Context: an optimization exercise on an open-source flow, tuned for small area, a short achievable clock period and few clock cycles. The choices shown serve that exercise and are no tape-out recipe.
Only simulation tests tie the RTL to the original design; equivalence was not proved.
Power and IR drop assume default switching activity.

==> design.v <==
module plc_core (
    input  wire        clk,
    input  wire        rst,
    input  wire        scan_start,
    input  wire [15:0] raw_di,
    output wire        busy,
    output reg         done,
    output reg  [15:0] raw_do,
    output reg  [15:0] imem_addr,
    input  wire [31:0] imem_rdata,
    input  wire        host_valid,
    input  wire [3:0]  host_op,
    input  wire [7:0]  host_idx,
    input  wire        host_val,
    output reg  [63:0] host_rdata,
    output reg         host_bad
);
    localparam OP_LD = 4'h0, OP_AND = 4'h1, OP_OR = 4'h2, OP_ANDN = 4'h3, OP_ORN = 4'h4,
               OP_ST = 4'h5, OP_SET = 4'h6, OP_RST = 4'h7, OP_JMP = 4'h8;
    localparam K_DI = 4'h0, K_RE = 4'h1, K_FE = 4'h2, K_DO = 4'h3, K_AI = 4'h4,
               K_AO = 4'h5, K_M = 4'h6, K_MR = 4'h7, K_T = 4'h8;
    localparam [3:0] E_NONE = 4'd0, E_OPERAND = 4'd3, E_INDEX = 4'd4, E_COIL = 4'd5,
                     E_OPERATOR = 4'd6, E_PROG = 4'd9;
    localparam [1:0] ST_STOPPED = 2'd0, ST_RUNNING = 2'd1, ST_TERM = 2'd2;
    localparam H_START = 4'd0, H_STOP = 4'd1, H_SHUTDOWN = 4'd2, H_FORCE_DI = 4'd3,
               H_UNFORCE_DI = 4'd4, H_FORCE_DO = 4'd5, H_UNFORCE_DO = 4'd6,
               H_IS_IN_FORCED = 4'd7, H_IS_OUT_FORCED = 4'd8, H_READ_CSR = 4'd9,
               H_READ_SNAP = 4'd10;
    localparam [2:0] PH_IDLE = 3'd0, PH_EXEC = 3'd1, PH_TICK = 3'd2, PH_ENC = 3'd3, PH_STEP = 3'd4;
    localparam [1:0] FK_NONE = 2'd0, FK_INS = 2'd1, FK_DESC = 2'd2, FK_NR = 2'd3;
    localparam [1:0] NS_NONE = 2'd0, NS_NEED = 2'd1, NS_PEND = 2'd2, NS_VALID = 2'd3;
    localparam [2:0] VC_M0 = 3'd0, VC_M1 = 3'd1, VC_M2 = 3'd2, VC_7 = 3'd3,
                     VC_0 = 3'd4, VC_1 = 3'd5;
    localparam [63:0] M0_INIT = 64'd0, M1_INIT = 64'd3, M2_INIT = 64'hFFFF_FFFF_FFFF_FFFE;
    reg [2:0]  ph;
    reg        busy_r;
    reg        dl_pend;           
    reg        ticked;
    reg [15:0] di_i, di_re, di_fe;
    reg [15:0] do_q, do_setf, do_resetf;
    reg [63:0] m0, m1, m2;        
    reg [63:0] p_m0, p_m1, p_m2;  
    reg [2:0]  m_nz;              
    reg [2:0]  m_pulse, m_edge, m_setf, m_resetf;
    reg [2:0]  t0v;               
    reg        t1c;               
    reg [1:0]  t1v;
    reg [1:0]  t2c, t2v;          
    reg [3:0]  t_q, t_start;      
    reg [1:0]  b1c;               
    reg [1:0]  b_q;
    reg [15:0] fmi, fvi, fmo, fvo;
    reg [15:0] p_do_q;
    reg [2:0]  p_m_pulse;
    reg [3:0]  p_t_start;
    reg [1:0]  p_state;
    reg [3:0]  p_err;
    reg [1:0]  state;
    reg        shutdown_req;
    reg [3:0]  err;
    reg [15:0] err_rung;
    reg [15:0] err_pc;
    reg [31:0] err_word;
    reg [4:0]  delta;
    reg [1:0]  f_kind;            
    reg [1:0]  r_kind;            
    reg [15:0] f_addr;            
    reg [15:0] f_rem;             
    reg        f_first;           
    reg        f_on;              
    reg        f_next;            
    reg [31:0] ir;
    reg        ir_v;
    reg        p_ld, p_ldm, p_comb, p_st_do, p_st_m, p_sr_do, p_sr_m, p_sr_t, p_jmp;
    reg        p_needacc, p_bad, p_sr_m3, p_hi;
    reg [3:0]  p_serr;
    reg [15:0] n_base, n_len, n_idx;
    reg [1:0]  n_st;
    reg        n_wrap;            
    reg        nr_v, nr_pend;
    reg [15:0] n_rung;
    reg [9:0]  cb [0:7];
    reg [3:0]  cl [0:7];
    reg [7:0]  cv;
    reg [15:0] e_base, e_len, ri, pc1;   
    reg        e_last;            
    reg        f_last;            
    reg [6:0]  steps;
    reg        e_on;
    reg        acc_e;             
    reg [2:0]  acc_c;             
    reg        acc_t;             
    assign busy = busy_r;
    wire running    = (ph == PH_EXEC);
    wire acc_scan   = ~busy_r & scan_start;
    wire term_or_sd = (state == ST_TERM) | shutdown_req;
    wire accept_run = acc_scan & ~term_or_sd & (state == ST_RUNNING);
    wire [3:0]  d_op = imem_rdata[31:28];
    wire [3:0]  d_kd = imem_rdata[27:24];
    wire        d_lt16 = (imem_rdata[23:4] == 20'd0);
    wire        d_lt4  = d_lt16 & ~imem_rdata[3] & ~imem_rdata[2];
    wire        d_i3   = (imem_rdata[1:0] == 2'd3);
    wire        d_st   = (d_op == OP_ST);
    wire        d_sr   = (d_op == OP_SET) | (d_op == OP_RST);
    wire        d_kdo  = (d_kd == K_DO);
    wire        d_km   = (d_kd == K_M);
    wire        d_kt   = (d_kd == K_T);
    wire        d_st_adm = d_kdo | (d_kd == K_AO) | d_km | (d_kd == K_MR);
    wire        d_sr_adm = d_st_adm | d_kt;
    reg         d_ibad;
    always @(*) begin
        case (d_kd)
            K_DI, K_RE, K_FE, K_DO: d_ibad = ~d_lt16;
            K_M, K_T:               d_ibad = ~d_lt4;
            default:                d_ibad = 1'b1;
        endcase
    end
    reg [3:0] d_serr;
    always @(*) begin
        d_serr = E_NONE;
        if (d_op > OP_JMP)                      d_serr = E_OPERATOR;
        else if (d_op == OP_JMP) begin
            if (d_kd != 4'h0)                   d_serr = E_OPERAND;
        end else begin
            if (d_kd > K_T)                     d_serr = E_OPERAND;
            else if (d_st && !d_st_adm)         d_serr = E_COIL;
            else if (d_sr && !d_sr_adm)         d_serr = E_COIL;
            else if (d_ibad)                    d_serr = E_INDEX;
        end
    end
    wire [3:0]  kd  = ir[27:24];
    wire [23:0] ix  = ir[23:0];
    wire [3:0]  s4  = ix[3:0];
    wire [1:0]  s2  = ix[1:0];
    wire        op_set = ~ir[28];   
    reg opnd;
    always @(*) begin
        case (kd)
            K_DI:    opnd = di_i[s4];
            K_RE:    opnd = di_re[s4];
            K_FE:    opnd = di_fe[s4];
            K_DO:    opnd = do_q[s4];
            K_M:     opnd = (s2 == 2'd3) ? 1'b1 : m_nz[s2];
            default: opnd = t_q[s2];
        endcase
    end
    reg [2:0] opnd_c;             
    always @(*) begin
        case (s2)
            2'd0:    opnd_c = VC_M0;
            2'd1:    opnd_c = VC_M1;
            2'd2:    opnd_c = VC_M2;
            default: opnd_c = VC_7;
        endcase
    end
    reg comb_r;
    always @(*) begin
        case (ir[29:28])
            2'b01:   comb_r = acc_t &  opnd;    
            2'b10:   comb_r = acc_t |  opnd;    
            2'b11:   comb_r = acc_t & ~opnd;    
            default: comb_r = acc_t | ~opnd;    
        endcase
    end
    wire [16:0] tgt_rem  = {1'b0, e_len} + {1'b0, ~ix[15:0]};
    wire        tgt_bad  = p_hi | ~tgt_rem[16];
    wire        tgt_last = (tgt_rem[15:0] == 16'd0);
    wire        wr_ok    = ~steps[6] & ~p_bad & ~(p_needacc & acc_e) & ~(p_sr_m3 & acc_t);
    wire        ex_ok    = wr_ok & ~(p_jmp & tgt_bad);
    reg [3:0] ex_err;
    always @(*) begin
        if (steps[6])                    ex_err = E_PROG;
        else if (p_serr != E_NONE)       ex_err = p_serr;
        else if (p_jmp & tgt_bad)        ex_err = E_PROG;
        else if (p_needacc & acc_e)      ex_err = E_PROG;
        else                             ex_err = E_OPERAND;    
    end
    wire ex_fire  = running & e_on & ir_v;
    wire exok     = ex_fire & ex_ok;
    wire wr_en    = ex_fire & wr_ok;
    wire ex_flush = ex_fire & ~ex_ok;
    wire taken    = p_jmp & acc_t;
    wire [15:0] tgt_inc  = ix[15:0] + 16'd1;
    wire redirect = ex_fire & taken & (ix[15:0] != pc1);
    wire rung_end = ex_fire & ~taken & e_last;
    wire need_nx  = rung_end | (running & ~e_on);
    wire n_valid  = (n_st == NS_VALID);
    wire ex_switch = (need_nx & n_valid & ~n_wrap) | (accept_run & n_valid);
    wire ex_end   = ((exok & ~taken & e_last) | (running & ~e_on))
                    & ((n_st == NS_NONE) | n_wrap);
    wire [15:0] jt_addr = e_base + ix[15:0];
    function [63:0] resolve;
        input [2:0]  c;
        input [63:0] v0, v1, v2;
        case (c)
            VC_M0:   resolve = v0;
            VC_M1:   resolve = v1;
            VC_M2:   resolve = v2;
            VC_7:    resolve = 64'd7;
            VC_1:    resolve = 64'd1;
            default: resolve = 64'd0;
        endcase
    endfunction
    wire        is_tick = (ph == PH_TICK);
    wire [2:0]  m_step  = {3{is_tick}} & m_pulse & ~p_m_pulse;
    wire [63:0] acc_val = resolve(acc_c, m0, m1, m2);
    wire        f_more   = f_on & ~f_last;
    wire        wrapf    = f_next & n_wrap;
    wire        seq_ok   = f_more & (~wrapf | f_first | accept_run);
    wire        start_ok = ~f_more & ~f_next & n_valid;
    wire        rd_desc  = (r_kind == FK_DESC);
    wire        rd_len_nz = (imem_rdata[15:0] != 16'd0);
    wire        c_hit    = (n_idx[15:3] == 13'd0) & cv[n_idx[2:0]];
    wire [9:0]  c_base   = cb[n_idx[2:0]];
    wire [3:0]  c_len    = cl[n_idx[2:0]];
    wire        c_fill   = rd_desc & (n_idx[15:3] == 13'd0)
                           & (imem_rdata[31:26] == 6'd0) & (imem_rdata[15:4] == 12'd0);
    wire        n_need   = (n_st == NS_NEED);
    wire        desc_ok  = n_need & ~c_hit & ~n_wrap;
    wire        prep_ok  = n_need & ~c_hit & n_wrap;
    wire        ir_free  = ~ir_v | ex_fire;
    wire [15:0] n_idx_inc = n_idx + 16'd1;
    wire        n_idx_last = (n_idx_inc == n_rung);
    wire [4:0] delta_new = {(state != p_state) | (err != p_err),
                            ticked | (t_start != p_t_start),
                            (m0 != p_m0) | (m1 != p_m1) | (m2 != p_m2),
                            (do_q != p_do_q),
                            |(di_re | di_fe)};
    wire [4:0] delta_vis = dl_pend ? delta_new : delta;
    wire        h_snap = (host_op == H_READ_SNAP);
    wire        h_csr  = (host_op == H_READ_CSR);
    wire        h_lo   = (host_idx[7:4] == 4'd0);
    wire        i_0x   = (host_idx[7:3] == 5'b00000);
    wire        i_1x   = (host_idx[7:2] == 6'b000100);
    wire        i_2x   = (host_idx[7:3] == 5'b00100);
    wire        i_3x   = (host_idx[7:1] == 7'b0011000);
    wire [2:0]  il     = host_idx[2:0];
    wire s_di   = h_snap & i_0x & (il == 3'd0);
    wire s_do   = h_snap & i_0x & (il == 3'd1);
    wire s_frc  = h_snap & i_0x & (il == 3'd2);
    wire s_cnt  = h_snap & i_0x & (il == 3'd3);
    wire s_tim  = h_snap & i_0x & (il == 3'd4);
    wire s_m0   = h_snap & i_1x & (il[1:0] == 2'd0);
    wire s_m1   = h_snap & i_1x & (il[1:0] == 2'd1);
    wire s_m2   = h_snap & i_1x & (il[1:0] == 2'd2);
    wire s_m3   = h_snap & i_1x & (il[1:0] == 2'd3);
    wire s_t0v  = h_snap & i_2x & (il == 3'd0);
    wire s_t1v  = h_snap & i_2x & (il == 3'd1);
    wire s_t2v  = h_snap & i_2x & (il == 3'd2);
    wire s_t1cc = h_snap & (host_idx == 8'h29);
    wire s_t2cc = h_snap & (host_idx == 8'h2A);
    wire s_b1c  = h_snap & (host_idx == 8'h31);
    wire c_st   = h_csr & i_0x & (il == 3'd0);
    wire c_rung = h_csr & i_0x & (il == 3'd1);
    wire c_pc   = h_csr & i_0x & (il == 3'd2);
    wire c_word = h_csr & i_0x & (il == 3'd3);
    wire c_dl   = h_csr & i_0x & (il == 3'd4);
    wire q_i    = (host_op == H_IS_IN_FORCED) & h_lo;
    wire q_o    = (host_op == H_IS_OUT_FORCED) & h_lo;
    wire [63:0] h_data =
          ({64{s_m0}} & m0) | ({64{s_m1}} & m1) | ({64{s_m2}} & m2)
        | ({64{s_frc}} & {fvo, fmo, fvi, fmi})
        | {16'd0, ({16{s_di}} & di_fe) | ({16{s_do}} & do_resetf),
                  ({16{s_di}} & di_re) | ({16{s_do}} & do_setf) | ({16{c_word}} & err_word[31:16]),
                  ({16{s_di}} & di_i)  | ({16{s_do}} & do_q)    | ({16{c_word}} & err_word[15:0])
                                       | ({16{c_rung}} & err_rung) | ({16{c_pc}} & err_pc)}
        | {46'd0, {2{s_tim}} & b_q, 16'd0}
        | {52'd0, {12{s_cnt}} & {m_resetf[2], m_setf[2], m_edge[2], m_pulse[2],
                                 m_resetf[1], m_setf[1], m_edge[1], m_pulse[1],
                                 m_resetf[0], m_setf[0], m_edge[0], m_pulse[0]}}
        | {56'd0, {8{s_tim}} & {t_start[3], t_q[3], t_start[2], t_q[2],
                                t_start[1], t_q[1], t_start[0], t_q[0]}}
        | {61'd0, {3{s_m3}} & 3'd7}
        | {61'd0, {3{s_t0v}} & t0v}
        | {62'd0, ({2{s_t1v}} & t1v) | ({2{s_t2v}} & t2v) | ({2{s_t2cc}} & t2c) | ({2{s_b1c}} & b1c)}
        | {63'd0, s_t1cc & t1c}
        | {52'd0, {12{c_st}} & {err, 5'd0, shutdown_req, state}}
        | {59'd0, {5{c_dl}} & delta_vis}
        | {63'd0, (q_i & fmi[host_idx[3:0]]) | (q_o & fmo[host_idx[3:0]])};
    wire snap_ok2 = i_0x & (il <= 3'd4) | i_1x | (host_idx[7:2] == 6'b001000)
                  | (host_idx[7:2] == 6'b001010) | i_3x;
    wire h_bad = (host_op >= 4'd11)
               | ((host_op >= H_FORCE_DI) & (host_op <= H_IS_OUT_FORCED) & ~h_lo)
               | (h_csr & ~(i_0x & (il <= 3'd4)))
               | (h_snap & ~snap_ok2);
    wire [15:0] di_val = (fmi & fvi) | (~fmi & raw_di);
    wire [15:0] do_enc = (fmo & fvo) | (~fmo & do_q);
    always @(posedge clk) begin
        if (rst) begin
            ph           <= PH_IDLE;
            busy_r       <= 1'b0;
            dl_pend      <= 1'b0;
            ticked       <= 1'b0;
            done         <= 1'b0;
            raw_do       <= 16'd0;
            di_i         <= 16'd0;
            di_re        <= 16'd0;
            di_fe        <= 16'd0;
            do_q         <= 16'd0;
            do_setf      <= 16'd0;
            do_resetf    <= 16'd0;
            m0           <= M0_INIT;
            m1           <= M1_INIT;
            m2           <= M2_INIT;
            p_m0         <= M0_INIT;
            p_m1         <= M1_INIT;
            p_m2         <= M2_INIT;
            m_nz         <= 3'b110;
            m_pulse      <= 3'd0;
            m_edge       <= 3'd0;
            m_setf       <= 3'd0;
            m_resetf     <= 3'd0;
            t0v          <= 3'd0;
            t1c          <= 1'b0;
            t1v          <= 2'd0;
            t2c          <= 2'd0;
            t2v          <= 2'd0;
            t_q          <= 4'd0;
            t_start      <= 4'd0;
            b1c          <= 2'd0;
            b_q          <= 2'd0;
            fmi          <= 16'd0;
            fvi          <= 16'd0;
            fmo          <= 16'd0;
            fvo          <= 16'd0;
            p_do_q       <= 16'd0;
            p_m_pulse    <= 3'd0;
            p_t_start    <= 4'd0;
            p_state      <= ST_STOPPED;
            p_err        <= E_NONE;
            state        <= ST_STOPPED;
            shutdown_req <= 1'b0;
            err          <= E_NONE;
            err_rung     <= 16'd0;
            err_pc       <= 16'd0;
            err_word     <= 32'd0;
            delta        <= 5'd0;
            f_kind       <= FK_NONE;
            r_kind       <= FK_NONE;
            f_on         <= 1'b0;
            f_next       <= 1'b0;
            ir_v         <= 1'b0;
            n_idx        <= 16'd0;
            n_st         <= NS_PEND;
            n_wrap       <= 1'b1;
            nr_v         <= 1'b0;
            cv           <= 8'd0;
            nr_pend      <= 1'b0;
            steps        <= 7'd0;
            e_on         <= 1'b0;
            acc_e        <= 1'b1;
            acc_t        <= 1'b0;
        end else begin
            done <= 1'b0;
            dl_pend <= 1'b0;
            if (dl_pend) begin
                delta     <= delta_new;
                p_do_q    <= do_q;
                p_m_pulse <= m_pulse;
                p_t_start <= t_start;
                p_state   <= state;
                p_err     <= err;
                m_nz      <= {|m2, |m1, |m0};
                p_m0      <= m0;
                p_m1      <= m1;
                p_m2      <= m2;
            end
            if (acc_scan) begin
                if (state == ST_TERM) begin
                    done <= 1'b1;
                end else if (shutdown_req) begin
                    state <= ST_TERM;
                    done  <= 1'b1;
                end else begin
                    do_setf   <= 16'd0;
                    do_resetf <= 16'd0;
                    m_setf    <= 3'd0;
                    m_resetf  <= 3'd0;
                    di_i      <= di_val;
                    di_re     <= di_val & ~di_i;
                    di_fe     <= ~di_val & di_i;
                    if (state == ST_RUNNING) begin
                        ph     <= PH_EXEC;
                        busy_r <= 1'b1;
                        e_on   <= 1'b0;
                    end else begin
                        raw_do  <= do_enc;
                        ticked  <= 1'b0;
                        done    <= 1'b1;
                        dl_pend <= 1'b1;
                    end
                end
            end else if (~busy_r & host_valid) begin
                case (host_op)
                    H_START:    if (state == ST_STOPPED) begin state <= ST_RUNNING; err <= E_NONE; end
                    H_STOP:     if (state == ST_RUNNING) state <= ST_STOPPED;
                    H_SHUTDOWN: if (state != ST_TERM) shutdown_req <= 1'b1;
                    H_FORCE_DI, H_UNFORCE_DI: begin
                        if (host_idx[7:4] != 4'd0) begin end
                        else if (state != ST_TERM) begin
                            fmi[host_idx[3:0]] <= (host_op == H_FORCE_DI);
                            fvi[host_idx[3:0]] <= (host_op == H_FORCE_DI) && host_val;
                        end
                    end
                    H_FORCE_DO, H_UNFORCE_DO: begin
                        if (host_idx[7:4] != 4'd0) begin end
                        else if (state != ST_TERM) begin
                            fmo[host_idx[3:0]] <= (host_op == H_FORCE_DO);
                            fvo[host_idx[3:0]] <= (host_op == H_FORCE_DO) && host_val;
                        end
                    end
                    H_IS_IN_FORCED: begin
                        if (host_idx[7:4] != 4'd0) begin end
                    end
                    H_IS_OUT_FORCED: begin
                        if (host_idx[7:4] != 4'd0) begin end
                    end
                    H_READ_CSR: begin
                    end
                    H_READ_SNAP: begin
                    end
                endcase
            end
            if (ex_flush) begin
                err      <= ex_err;
                err_rung <= ri;
                err_pc   <= pc1 - 16'd1;
                err_word <= ir;
                state    <= ST_STOPPED;
                e_on     <= 1'b0;
                ph       <= PH_ENC;
            end
            if (ex_fire)
                steps <= steps + 7'd1;
            if (wr_en) begin
                if (p_ld) begin
                    acc_e <= 1'b0;
                    acc_t <= opnd;
                end
                if (p_comb) begin
                    acc_t <= comb_r;
                end
                if (p_st_do)
                    do_q[s4] <= acc_t;
                if (p_st_m) begin
                    case (s2)
                        2'd0:    m0 <= acc_val;
                        2'd1:    m1 <= acc_val;
                        default: m2 <= acc_val;
                    endcase
                    m_nz[s2] <= acc_t;
                end
                if (p_sr_do && acc_t) begin
                    do_q[s4] <= op_set;
                    if (op_set) do_setf[s4]   <= 1'b1;
                    else        do_resetf[s4] <= 1'b1;
                end
                if (p_sr_m && acc_t) begin
                    m_pulse[s2] <= op_set;
                    if (op_set) m_setf[s2]   <= 1'b1;
                    else        m_resetf[s2] <= 1'b1;
                end
                if (p_sr_t && acc_t)
                    t_start[s2] <= op_set;
            end
            if (ex_switch) begin
                steps   <= 7'd0;
                e_on    <= 1'b1;
                acc_e   <= 1'b1;
                acc_t   <= 1'b0;
            end else if (rung_end) begin
                e_on    <= 1'b0;
            end
            if (ex_end) begin
                ph <= PH_TICK;
                e_on <= 1'b0;
            end
            if (is_tick) begin
                if (m_step[0]) m0 <= m0 + 64'd1;
                if (m_step[1]) m1 <= m1 - 64'd1;
                if (m_step[2]) m2 <= m2 + 64'd1;
            end
            if (ph == PH_TICK || ph == PH_ENC) begin
                raw_do  <= do_enc;
                done    <= 1'b1;
                dl_pend <= 1'b1;
                busy_r  <= 1'b0;
                ph      <= PH_IDLE;
                ticked  <= is_tick;
            end
            if (is_tick) begin
                if (!t_start[0]) begin t0v <= 3'd0; t_q[0] <= 1'b0; end
                else if (t0v >= 3'd5) t_q[0] <= 1'b1;
                else begin
                    t0v <= t0v + 3'd1;
                    if (t0v + 3'd1 >= 3'd5) t_q[0] <= 1'b1;
                end
                if (!t_start[1]) begin t1c <= 1'b0; t1v <= 2'd0; t_q[1] <= 1'b0; end
                else if (t1v >= 2'd3) t_q[1] <= 1'b1;
                else if (t1c) begin
                    t1c <= 1'b0;
                    t1v <= t1v + 2'd1;
                    if (t1v + 2'd1 >= 2'd3) t_q[1] <= 1'b1;
                end else
                    t1c <= 1'b1;
                if (!t_start[2]) begin t2c <= 2'd0; t2v <= 2'd0; t_q[2] <= 1'b0; end
                else if (t2v >= 2'd2) t_q[2] <= 1'b1;
                else if (t2c == 2'd2) begin
                    t2c <= 2'd0;
                    t2v <= t2v + 2'd1;
                    if (t2v + 2'd1 >= 2'd2) t_q[2] <= 1'b1;
                end else
                    t2c <= t2c + 2'd1;
                t_q[3] <= t_start[3];
                b_q[0] <= ~b_q[0];
                if (b1c == 2'd2) begin b_q[1] <= ~b_q[1]; b1c <= 2'd0; end
                else b1c <= b1c + 2'd1;
                m_edge <= m_step;
            end
            if (r_kind == FK_NR) begin
                nr_v    <= 1'b1;
                nr_pend <= 1'b0;
                n_idx   <= 16'd0;
                n_st    <= (imem_rdata[15:0] == 16'd0) ? NS_NONE : NS_NEED;
            end else if (rd_desc) begin
                if (rd_len_nz) begin
                    n_st   <= NS_VALID;
                end else if (n_idx_last) begin
                    n_st   <= NS_NONE;
                end else begin
                    n_idx  <= n_idx_inc;
                    n_st   <= NS_NEED;
                end
            end else if (ex_switch) begin
                n_idx  <= n_idx_inc;
                n_st   <= n_idx_last ? NS_NONE : NS_NEED;
                n_wrap <= 1'b0;
            end else if (n_need && c_hit) begin
                if (c_len != 4'd0) begin
                    n_st   <= NS_VALID;
                end else if (n_idx_last) begin
                    n_st   <= NS_NONE;
                end else begin
                    n_idx  <= n_idx_inc;
                    n_st   <= NS_NEED;
                end
            end else if (n_st == NS_NONE && !n_wrap) begin
                n_idx  <= 16'd0;
                n_wrap <= 1'b1;
                n_st   <= (n_rung == 16'd0) ? NS_NONE : NS_NEED;
            end
            if (accept_run && !n_valid) n_wrap <= 1'b0;
            if (c_fill) cv[n_idx[2:0]] <= 1'b1;
            if (ir_free) begin
                ir_v      <= (r_kind == FK_INS);
            end
            r_kind <= (r_kind == FK_INS && !ir_free) ? r_kind : f_kind;
            f_kind <= FK_NONE;
            if (ex_switch) f_next <= 1'b0;
            if (ex_flush) begin
                ir_v    <= 1'b0;
                r_kind  <= FK_NONE;
                f_on    <= 1'b0;
                f_next  <= 1'b0;
                n_idx   <= 16'd0;
                n_wrap  <= 1'b1;
                n_st    <= (n_rung == 16'd0) ? NS_NONE : NS_NEED;
            end else if (redirect) begin
                ir_v      <= 1'b0;
                r_kind    <= (f_kind == FK_INS) ? FK_NONE : f_kind;
                f_kind    <= FK_INS;
                f_on      <= 1'b1;
                f_next    <= 1'b0;
            end else if (desc_ok) begin
                f_kind    <= FK_DESC;
                n_st      <= NS_PEND;
            end else if (seq_ok) begin
                f_kind    <= FK_INS;
            end else if (start_ok) begin
                f_kind    <= FK_INS;
                f_on      <= 1'b1;
                f_next    <= ~ex_switch;
            end else if (prep_ok) begin
                f_kind    <= FK_DESC;
                n_st      <= NS_PEND;
            end else if (!nr_v && !nr_pend) begin
                f_kind    <= FK_NR;
                nr_pend   <= 1'b1;
            end
        end
    end
    always @(posedge clk) begin
        host_rdata <= h_data;
        host_bad   <= h_bad;
        if (ex_fire) begin
            pc1    <= taken ? tgt_inc : pc1 + 16'd1;
            e_last <= taken ? tgt_last : (pc1 + 16'd1 == e_len);
            if (p_ld)   acc_c <= p_ldm ? opnd_c : (opnd ? VC_1 : VC_0);
            if (p_comb) acc_c <= comb_r ? VC_1 : VC_0;
        end
        if (ex_switch) begin
            e_base <= n_base;
            e_len  <= n_len;
            ri     <= n_idx;
            pc1    <= 16'd1;
            e_last <= (n_len == 16'd1);
        end
        if (r_kind == FK_NR)
            n_rung <= imem_rdata[15:0];
        if (rd_desc) begin
            n_base <= imem_rdata[31:16];
            n_len  <= imem_rdata[15:0];
        end else if (n_need) begin
            n_base <= {6'd0, c_base};
            n_len  <= {12'd0, c_len};
        end
        if (c_fill) begin
            cb[n_idx[2:0]] <= imem_rdata[25:16];
            cl[n_idx[2:0]] <= imem_rdata[3:0];
        end
        if (ir_free) begin
            ir        <= imem_rdata;
            p_ld      <= (d_op == OP_LD);
            p_ldm     <= (d_op == OP_LD) & d_km;
            p_jmp     <= (d_op == OP_JMP);
            p_comb    <= (d_op >= OP_AND) & (d_op <= OP_ORN);
            p_st_do   <= d_st & d_kdo;
            p_st_m    <= d_st & d_km;
            p_sr_do   <= d_sr & d_kdo;
            p_sr_m    <= d_sr & d_km & ~d_i3;
            p_sr_t    <= d_sr & d_kt;
            p_needacc <= (d_op != OP_LD);
            p_serr    <= d_serr;
            p_bad     <= (d_serr != E_NONE) | (d_st & d_km & d_i3);
            p_sr_m3   <= d_sr & d_km & d_i3;
            p_hi      <= (imem_rdata[23:16] != 8'd0);
        end
        if (redirect) begin
            imem_addr <= jt_addr;
            f_addr    <= jt_addr;
            f_rem     <= tgt_rem[15:0];
            f_first   <= (ix[15:0] == 16'd0);
            f_last    <= tgt_last;
        end else if (desc_ok) begin
            imem_addr <= n_idx_inc;
        end else if (seq_ok) begin
            imem_addr <= f_addr + 16'd1;
            f_addr    <= f_addr + 16'd1;
            f_rem     <= f_rem - 16'd1;
            f_first   <= 1'b0;
            f_last    <= (f_rem == 16'd1);
        end else if (start_ok) begin
            imem_addr <= n_base;
            f_addr    <= n_base;
            f_rem     <= n_len - 16'd1;
            f_first   <= 1'b1;
            f_last    <= (n_len == 16'd1);
        end else if (prep_ok) begin
            imem_addr <= n_idx_inc;
        end else if (!nr_v && !nr_pend) begin
            imem_addr <= 16'd0;
        end
    end
endmodule
==> flow/run.sh <==
#!/bin/bash
set -euo pipefail
MARGIN=$(cat flow/margin.txt)
bash standard.sh synth > synth.log 2>&1
bash standard.sh SETUP_SLACK_MARGIN=$MARGIN finish > layout.log 2>&1
==> flow/margin.txt <==
6.5
==> standard.sh <==
#!/bin/bash
# synth_recipe.tcl (not shown) runs the flow's synth.tcl, then flattens the netlist and writes it again
# the make line also repeats each setting of config.mk as NAME=value (left out here)
make -C /OpenROAD-flow-scripts/flow DESIGN_CONFIG=/design/flow/config.mk WORK_HOME=/design/flow/orfs CLKGATE_MAP_FILE= SYNTH_SCRIPT=/design/flow/synth_recipe.tcl "${@:-finish}"
==> config.mk <==
export PLATFORM = sky130hd
export DESIGN_NAME = plc_core
export DESIGN_NICKNAME = plc_core
export VERILOG_FILES = /design/flow/design.v
export SDC_FILE = /design/flow/constraint.sdc
export NUM_CORES = 4
export LEC_CHECK = 0
export CAP_MARGIN = 20
export CORE_MARGIN = 2
export CORE_UTILIZATION = 40
export CTS_CLUSTER_DIAMETER = 60
export CTS_CLUSTER_SIZE = 25
export PLACE_DENSITY = 0.6
export SLEW_MARGIN = 20
==> constraint.sdc <==
create_clock -name core_clock -period 10.0 [get_ports {clk}]
set_input_delay 2.0000 -clock core_clock [delete_from_list [all_inputs] [get_ports {clk}]]
set_output_delay 2.0000 -clock core_clock [all_outputs]
set_load 0.01 [all_outputs]
==> notes.md <==
==> sequential cells by signal, indices dropped and copies added (netlist names), 64 cells and up, named ones only <==
signal	flops
m0	64
p_m2	64
m1	64
host_rdata	64
p_m1	64
m2	64
p_m0	64
cb	80
==> per-stage QoR <==
step                      hold WS [ps]  setup slack, ps  power (mW)
after floorplan                  402.9             6117       5.652
after global placement           437.4             4014       6.042
after detailed placement         444.9             4222       6.043
after CTS                        455.2             6385       10.85
after global routing             479.7             6345       11.15
final                            454.7             6225       10.88
==> cell families (layout without fill, tap and decap cells) <==
group	count (synthesis)	after routing	share of synthesized area, %
compound gates	1582	1582	17.67
xor+xnor	321	321	4.783
fa+ha+maj	72	72	1.546
buf+inv	759	922	4.963
flops	1148	1148	44.04
mux	400	400	7.675
other cells	0	7	0
simple gates	2465	2469	19.32
==> layer usage <==
layer / up-vias / global-route usage [%]
li1: 24770 / -
met1: 27720 / 45.58
met2: 3589 / 52.39
met3: 885 / 6.917
met4: 4 / 23.34
met5: - / 0
==> report_power, final <==
group	internal, mW	switching [mW]	total [mW]
Combinational	0.356	0.647	1.00
Sequential	4.91	0.137	5.05
Clock	2.49	2.34	4.83
Total	7.75	3.13	10.9
==> layout make-up <==
cell class              instances  area, um2  share of cell area (%)
repair buffers                546       5052                   7.182
clock inverters                92       1252                   1.780
multi-input cells            4844      31840                   45.25
inverters                     161      635.6                  0.9035
flip-flops and latches       1148      26180                   37.22
well taps                    1930       2415                   3.433
clock buffers                 123       2959                   4.206
diodes                          7      17.52                 0.02490
==> layout by cell type (no fill, tap or decap), types with 56 or more instances in the layout <==
master / count
a211oi_1: 77
a21oi_1: 423
a221oi_1: 76
a222oi_1: 76
a22oi_1: 155
a31oi_1: 62
and3_1: 56
buf_4: 323
clkbuf_16: 119
dfxtp_1: 780
dlygate4sd2_1: 88
edfxtp_1: 310
ha_1: 60
inv_1: 148
mux2i_1: 342
nand2_1: 646
nand3_1: 202
nand4_1: 97
nor2_1: 818
nor3_1: 133
nor4_1: 119
o21ai_0: 287
o22ai_1: 61
xnor2_1: 141
xor2_1: 168
==> tightest hold or removal path, cell delays in order, from the launching register on <==
cell and delay, ps:
dfxtp_1 310, nand2_1 50, a21oi_1 50
==> what timing repair did <==
action / in CTS / in global routing
pin swaps: 51 / 69
resized for setup: 412 / 173
endpoints found under the setup margin: 798 / 292
setup buffers: 102 / 69
gates cloned: 11 / 4
==> how the worst min path moves through the flow <==
stage	cells after the start	from	end	slack (ps)
global placement	2	err_word[1]	err_word[1]	440
floorplan	0	n_idx[10]	ri[10]	400
detailed placement	1	acc_e	acc_e	440
global route	2	err_rung[8]	err_rung[8]	480
CTS	2	err_word[25]	err_word[25]	460
finish	2	err_word[25]	err_word[25]	450
==> summary.txt <==
Critical path
  – CP Cell Sequence: buf_6 > buf_12 > clkinvlp_4 > buf_4 > ha_4 > and2_4 > buf_16 > a222oi_1 > nand3_1
  – Worst path max stage delay: approximately 1100 ps
  – Startpoint types: primary input
  – CP Launch Point: host_idx[0]
  – R2R Path End: host_rdata[2]
  – CP endpoint: host_rdata[10]
  – Worst-path maximum fanout: 16
  – Slowest cell on crit path: a222oi_1
  – Critical path's top delay family: compound AO/OA/AOI/OAI gates
  – Worst r2r path cells: 7
  – CP Capture Type: register
  – CP required: 10570 ps
  – Instance count on the critical path: 9
  – WP buf/inv: 5
  – Worst reg2reg startpoint: m0[56]
  – Arrival time at the worst endpoint: between 4000 and 5000 ps
  – Kind of critical path: in2reg
  – R2r setup slk: between 6000 and 7000 ps

Synth
  – Mean Syn Cell Area: between 8 and 9 um2
  – Ys flop type: dfxtp_1
  – Syn nets: 6884
  – Asr flop ratio synth: 0%
  – Synth unique cells: 105
  – Number of synthesized flops with an enable pin: between 300 and 400
  – Synth Register Bits: 1148
  – Mapped Area: between 50000 and 60000 um2
  – Dominant cells by area after synthesis: dfxtp_1, edfxtp_1, mux2i_1, nor2_1, nand2_1
  – Ys Warns: 1
  – Synth top cells by count: nor2_1, dfxtp_1, nand2_1
  – Sequential share of the synthesized area: 44.04%
  – Synth area leader: dfxtp_1
  – Top cell type's share of synthesized area: between 20% and 30%
  – Most frequent cell after synthesis: nor2_1
  – Syn Inst Count: 6747

Pwr
  – Maximum VDD drop: between 0.15 and 0.2 mV
  – Leak Pwr: between 20 and 30 nW
  – PwrDens: ~150 nW/um2

Floorplan
  – I/O pin cnt: 164
  – Die width: 388.8 um
  – Starting Density: about 40%
  – Die height: ~390 um
  – Core Rows: between 100 and 150
  – Core region area: 147300 um2
  – Total die area: approximately 150000 um2

Detailed routing
  – Routed wl met2: 117600 um
  – Iter 0 DRT Violations: 8297
  – Number of remaining DRC errors: 0
  – Met1 WL: between 100000 and 150000 um
  – WL per Instance: roughly 31 um
  – DR WL met3: 27560 um
  – Via-to-Cell Ratio: 6.436
  – Vias: around 57000
  – Pre-Repair DR Iteration Count: 7
  – Routed WL: between 200000 and 300000 um
  – Final ANT Viol Nets: 0
  – Max layer used: met5

Clocking
  – Clock buffer depth: 3
  – CTS buffer count: about 110
  – Cts hold-fix bufs: 0
  – Worst-Skew Late Latency: about 780 ps
  – Sink Count: 1148
  – Root Buffer: clkbuf_16
  – CTS tree: built
  – H-Tree Depth: 3
  – Clock slew at reported path FFs: roughly 80 ps

Placed design
  – Buffers on Ports: ~160
  – DP Area: about 63000 um2
  – Placed Cells: approximately 8400
  – Routability cong.: 1.018
  – Placed wire-length estimate: 191800 um

Cells and area
  – Finished Cell Area: just over 70000 um2
  – Core Util, Final: between 40 and 50%
  – Area Overhead vs Synth: 18.79%
  – Layout cell share with drive strength beyond 1: 14.71%
  – # fillers: between 10000 and 15000
  – Final #Nets: between 6000 and 7000
  – Post-Layout Cell Count: between 8000 and 9000

Hold path
  – HP Class: reg2reg

GRT
  – Total track usage: about a third
  – Overflow after GRT: 0
  – First-pass GRT wire length: 386800 um
  – Largest net degree at the start of global routing: about 120
  – Antenna violations before repair: 10
  – Number of global-route vias before repair: 52230

Outcome
  – Status: no timing/DRC/antenna violations

STA
  – Fmax: around 260 MHz
  – Final Slew Violations: 0
  – Clock skew: approximately 53 ps
  – Final cycle utilization of the critical path: a little under two fifths
  – Rel. slew slack: under 10%
  – Worst Tran Pin Value: 1453 ps
  – TNS Setup: 0 ps
  – Endpoints failing hold: 0
  – RSZ-0062 raised after global routing: yes
  – Setup-failing EPs final: 0
  – Min Tclk post-route: around 3800 ps

Flow run
  – Max-Cap Viols: 0
Testbench counts, summed over its fixed seeds: cycles 99,536.

-- afterwards: timing with drivers on the ports --
Ports are ideal in the flow. The routed layout listed here was re-timed in OpenROAD. Step 1, drivers: a clkbuf_16 drives clk and a buf_2 each remaining input, both assumed. Step 2 adds t to the input delays and takes it off the output delays; t is the mean of the earliest and latest rising clock arrival at the registers after step 1. Input paths then give back, and output paths get back, about the clock's delay inside the block. Three values: ideal, step 1, step 2; two values: the first two.
t (ns): 0.841
setup WS [ns]: 6.225 / 6.260 / 5.420
worst slew at a driven data input, ns: 0.08
pins driven straight from the clock port: 1
After both steps this run still meets setup and hold. The setup slack of this run moves by +0.035 ns with the drivers and by -0.805 ns with both steps.
